From an optimization exercise on the open Yosys and OpenROAD flow, aimed at small area; shortcuts taken in it are not production practice.
Function was checked by simulation only, so behaviour that the tests miss may differ from the original.
The flow treats the clock pin as an ideal source. Dropping or thinning the clock tree relies on that and would not hold on a real chip.
Power and IR drop assume default switching activity.

## u2v2_framer
module u2v2_framer (
    input  wire        clk,
    input  wire        rst,           
    input  wire        rd_req,
    input  wire        rd_cancel,
    output wire        busy,
    output wire        out_valid,
    output wire [63:0] out_payload,
    output wire        in_ready,
    input  wire        in_valid,
    input  wire [7:0]  in_data
);
For scale: about 80 I/O pins, about 3500 um2 of cells after synthesis.
Settings: LEC_CHECK=0, CAP_MARGIN=20, CORE_MARGIN=2, CORE_UTILIZATION=65, PLACE_DENSITY=0.75, SLEW_MARGIN=20; clock period 10.0 ns.
standard.sh (not shown) runs the stock make flow with config.mk's settings and CLKGATE_MAP_FILE= SYNTH_SCRIPT=/design/flow/synth_recipe.tcl, a recipe that flattens the netlist after the stock synthesis.
==> flow/flow/run.sh <==
#!/bin/bash
# Standard layout, with single-drive port buffers, a clock tree without
# dummy loads and power (size) recovery after global routing, followed by
# a slew/capacitance repair (flow/post_grt.tcl); the clock tree is rebuilt
# as balanced clusters after CTS (flow/post_cts.tcl, flow/mtree.tcl).
set -euo pipefail
here=$(pwd)
bash standard.sh \
  "BUFFER_PORTS_ARGS=-buffer_cell sky130_fd_sc_hd__buf_1" \
  "CTS_ARGS=-sink_clustering_enable -repair_clock_nets -dont_use_dummy_load -buf_list sky130_fd_sc_hd__clkbuf_4" \
  "RECOVER_POWER=100" \
  "POST_CTS_TCL=$here/flow/post_cts.tcl" \
  "POST_GLOBAL_ROUTE_TCL=$here/flow/post_grt.tcl" \
  finish > make_finish.log 2>&1
==> flow/flow/mtree.tcl <==
# Replace the clock tree by a root buffer driving K leaf buffers, each
# driving one balanced cluster of flip-flops (k-means on placement).
proc my_manual_tree {K leafcell rootcell} {
  set block [ord::get_db_block]
  set db [ord::get_db]
  set clk [$block findNet clk]
  # remove existing clock buffers, collect flip-flop clock pins
  set sinks {}
  set todo [list $clk]
  set bufs {}
  while {[llength $todo]} {
    set n [lindex $todo 0]; set todo [lrange $todo 1 end]
    foreach it [$n getITerms] {
      if {[$it isOutputSignal]} { continue }
      set inst [$it getInst]
      set m [[$inst getMaster] getName]
      if {[string match "sky130_fd_sc_hd__clkbuf_*" $m]} {
        lappend bufs $inst
        foreach o [$inst getITerms] { if {[$o isOutputSignal]} { lappend todo [$o getNet] } }
      } else {
        lappend sinks $it
      }
    }
  }
  foreach it $sinks { $it disconnect }
  foreach b $bufs {
    foreach o [$b getITerms] { if {[$o isOutputSignal]} { set on [$o getNet]; $o disconnect; if {[llength [$on getITerms]] == 0} { odb::dbNet_destroy $on } } }
    odb::dbInst_destroy $b
  }
  set pts {}
  foreach it $sinks {
    set bb [[$it getInst] getBBox]
    lappend pts [list $it [expr ([$bb xMin]+[$bb xMax])/2.0] [expr ([$bb yMin]+[$bb yMax])/2.0]]
  }
  set n [llength $pts]
  # balanced k-means: assign greedily by distance with capacity
  set cap [expr int(ceil(double($n)/$K))]
  set cx {}; set cy {}
  set sorted [lsort -real -index 1 $pts]
  for {set k 0} {$k < $K} {incr k} {
    set s [lindex $sorted [expr int(($k+0.5)*$n/$K)]]
    lappend cx [lindex $s 1]; lappend cy [lindex $s 2]
  }
  for {set iter 0} {$iter < 40} {incr iter} {
    # all (point, cluster) pairs sorted by distance, capacity-limited
    set pairs {}
    for {set i 0} {$i < $n} {incr i} {
      set p [lindex $pts $i]
      for {set k 0} {$k < $K} {incr k} {
        lappend pairs [list [expr abs([lindex $p 1]-[lindex $cx $k]) + abs([lindex $p 2]-[lindex $cy $k])] $i $k]
      }
    }
    set pairs [lsort -real -index 0 $pairs]
    set asg [lrepeat $n -1]; set cnt [lrepeat $K 0]
    foreach pr $pairs {
      set i [lindex $pr 1]; set k [lindex $pr 2]
      if {[lindex $asg $i] >= 0 || [lindex $cnt $k] >= $cap} { continue }
      lset asg $i $k; lset cnt $k [expr [lindex $cnt $k]+1]
    }
    set sx [lrepeat $K 0.0]; set sy [lrepeat $K 0.0]
    foreach p $pts a $asg {
      lset sx $a [expr [lindex $sx $a]+[lindex $p 1]]
      lset sy $a [expr [lindex $sy $a]+[lindex $p 2]]
    }
    for {set k 0} {$k < $K} {incr k} {
      if {[lindex $cnt $k]} {
        lset cx $k [expr [lindex $sx $k]/[lindex $cnt $k]]
        lset cy $k [expr [lindex $sy $k]/[lindex $cnt $k]]
      }
    }
  }
  set rm [$db findMaster $rootcell]
  set lm [$db findMaster $leafcell]
  set root [odb::dbInst_create $block $rm clkbuf_root]
  set rnet [odb::dbNet_create $block clknet_root]
  $rnet setSigType CLOCK
  [$root findITerm A] connect $clk
  [$root findITerm X] connect $rnet
  set mx 0; set my 0
  for {set k 0} {$k < $K} {incr k} { set mx [expr $mx + [lindex $cx $k]]; set my [expr $my + [lindex $cy $k]] }
  $root setLocation [expr int($mx/$K)] [expr int($my/$K)]
  $root setPlacementStatus PLACED
  for {set k 0} {$k < $K} {incr k} {
    set b [odb::dbInst_create $block $lm clkbuf_leaf_$k]
    set nn [odb::dbNet_create $block clknet_leaf_$k]
    $nn setSigType CLOCK
    [$b findITerm A] connect $rnet
    [$b findITerm X] connect $nn
    foreach p $pts a $asg { if {$a == $k} { [lindex $p 0] connect $nn } }
    $b setLocation [expr int([lindex $cx $k])] [expr int([lindex $cy $k])]
    $b setPlacementStatus PLACED
  }
  puts "manual clock tree: $K leaves of $leafcell, clusters $cnt"
}
Other scripts of this flow, unchanged in this note and not shown: flow/flow/post_cts.tcl, flow/flow/post_grt.tcl
==> next run, changes <==
Settings changed: CORE_UTILIZATION 65 to 40, PLACE_DENSITY 0.75 to 0.6.
=> Worst setup slack gains 0.017 ns. Synthesized cell count stays the same. Hold slack is worse by 0.0073 ns. Utilization came out lower by 30 points. Total power rose by 2.1%. Cell count went up by 8.8%. Via count shrinks by 0.81%. Wire length grows by 4.0%. Cell area rose by 1.5%. Global-route usage fell by 8.2 points. Critical path depth is unchanged.
==> next run, changes <==
--- a/flow/flow/mtree.tcl
+++ b/flow/flow/mtree.tcl
@@ -9,6 +9,8 @@
   set todo [list $clk]
   set bufs {}
+  set tnets {}
   while {[llength $todo]} {
     set n [lindex $todo 0]; set todo [lrange $todo 1 end]
+    if {$n ne $clk} { lappend tnets $n }
     foreach it [$n getITerms] {
       if {[$it isOutputSignal]} { continue }
@@ -17,5 +19,7 @@
       if {[string match "sky130_fd_sc_hd__clkbuf_*" $m]} {
         lappend bufs $inst
-        foreach o [$inst getITerms] { if {[$o isOutputSignal]} { lappend todo [$o getNet] } }
+        foreach o [$inst getITerms] {
+          if {[$o isOutputSignal] && [$o getNet] ne "NULL"} { lappend todo [$o getNet] }
+        }
       } else {
         lappend sinks $it
@@ -25,7 +29,7 @@
   foreach it $sinks { $it disconnect }
   foreach b $bufs {
-    foreach o [$b getITerms] { if {[$o isOutputSignal]} { set on [$o getNet]; $o disconnect; if {[llength [$on getITerms]] == 0} { odb::dbNet_destroy $on } } }
     odb::dbInst_destroy $b
   }
+  foreach n $tnets { odb::dbNet_destroy $n }
   set pts {}
   foreach it $sinks {
Settings changed: CORE_UTILIZATION 40 to 88, PLACE_DENSITY 0.6 to 0.92.
The new run stopped in 3_3_place_gp, error GPL-0301.
Area after synthesis is unchanged.
Synthesized cell count stays the same.
==> next run, changes <==
Settings changed: CORE_UTILIZATION 88 to 80, PLACE_DENSITY 0.92 to 0.85.
Result: The new run finished clean. Synthesized cell count does not change. Area after synthesis stays the same.
In the first, second and fourth runs of this note the design's own scripts or RTL, not TritonCTS, make the clock network.

==> afterwards: timing with drivers on the ports <==
The results above use ideal ports. As a check the final layouts listed here were re-extracted and re-timed, cells and wires unchanged.
Step 1 assumes that a clkbuf_16 drives the clock port and a buf_2 every other input.
Step 2 times the ports against the registers' clock, not the clock port: input delays grow and output delays shrink by t, the midpoint of the rising clock arrivals with the driver on.
Three values: ideal, step 1, step 2; two values: the first two.
| run | t (ns) | slack for setup (ns) | hold WS [ns] | worst setup path at the end | worst register clock-pin slew, ns |
|---|---|---|---|---|---|
| the first run | 0.471 | 5.340 / 5.321 / 5.229 | 0.302 / 0.302 / 0.302 | input to register | 0.10 / 0.10 |
| the second run | 0.496 | 5.357 / 5.337 / 5.300 | 0.294 / 0.294 / 0.294 | input to register | 0.10 / 0.10 |
| the fourth run | 0.476 | 5.351 / 5.332 / 5.228 | 0.336 / 0.336 / 0.336 | input to register | 0.10 / 0.10 |
After both steps setup and hold are still met in every run listed. The setup slack of the fourth run, which loses most, moves by -0.019 ns with the drivers and by -0.123 ns with both steps.
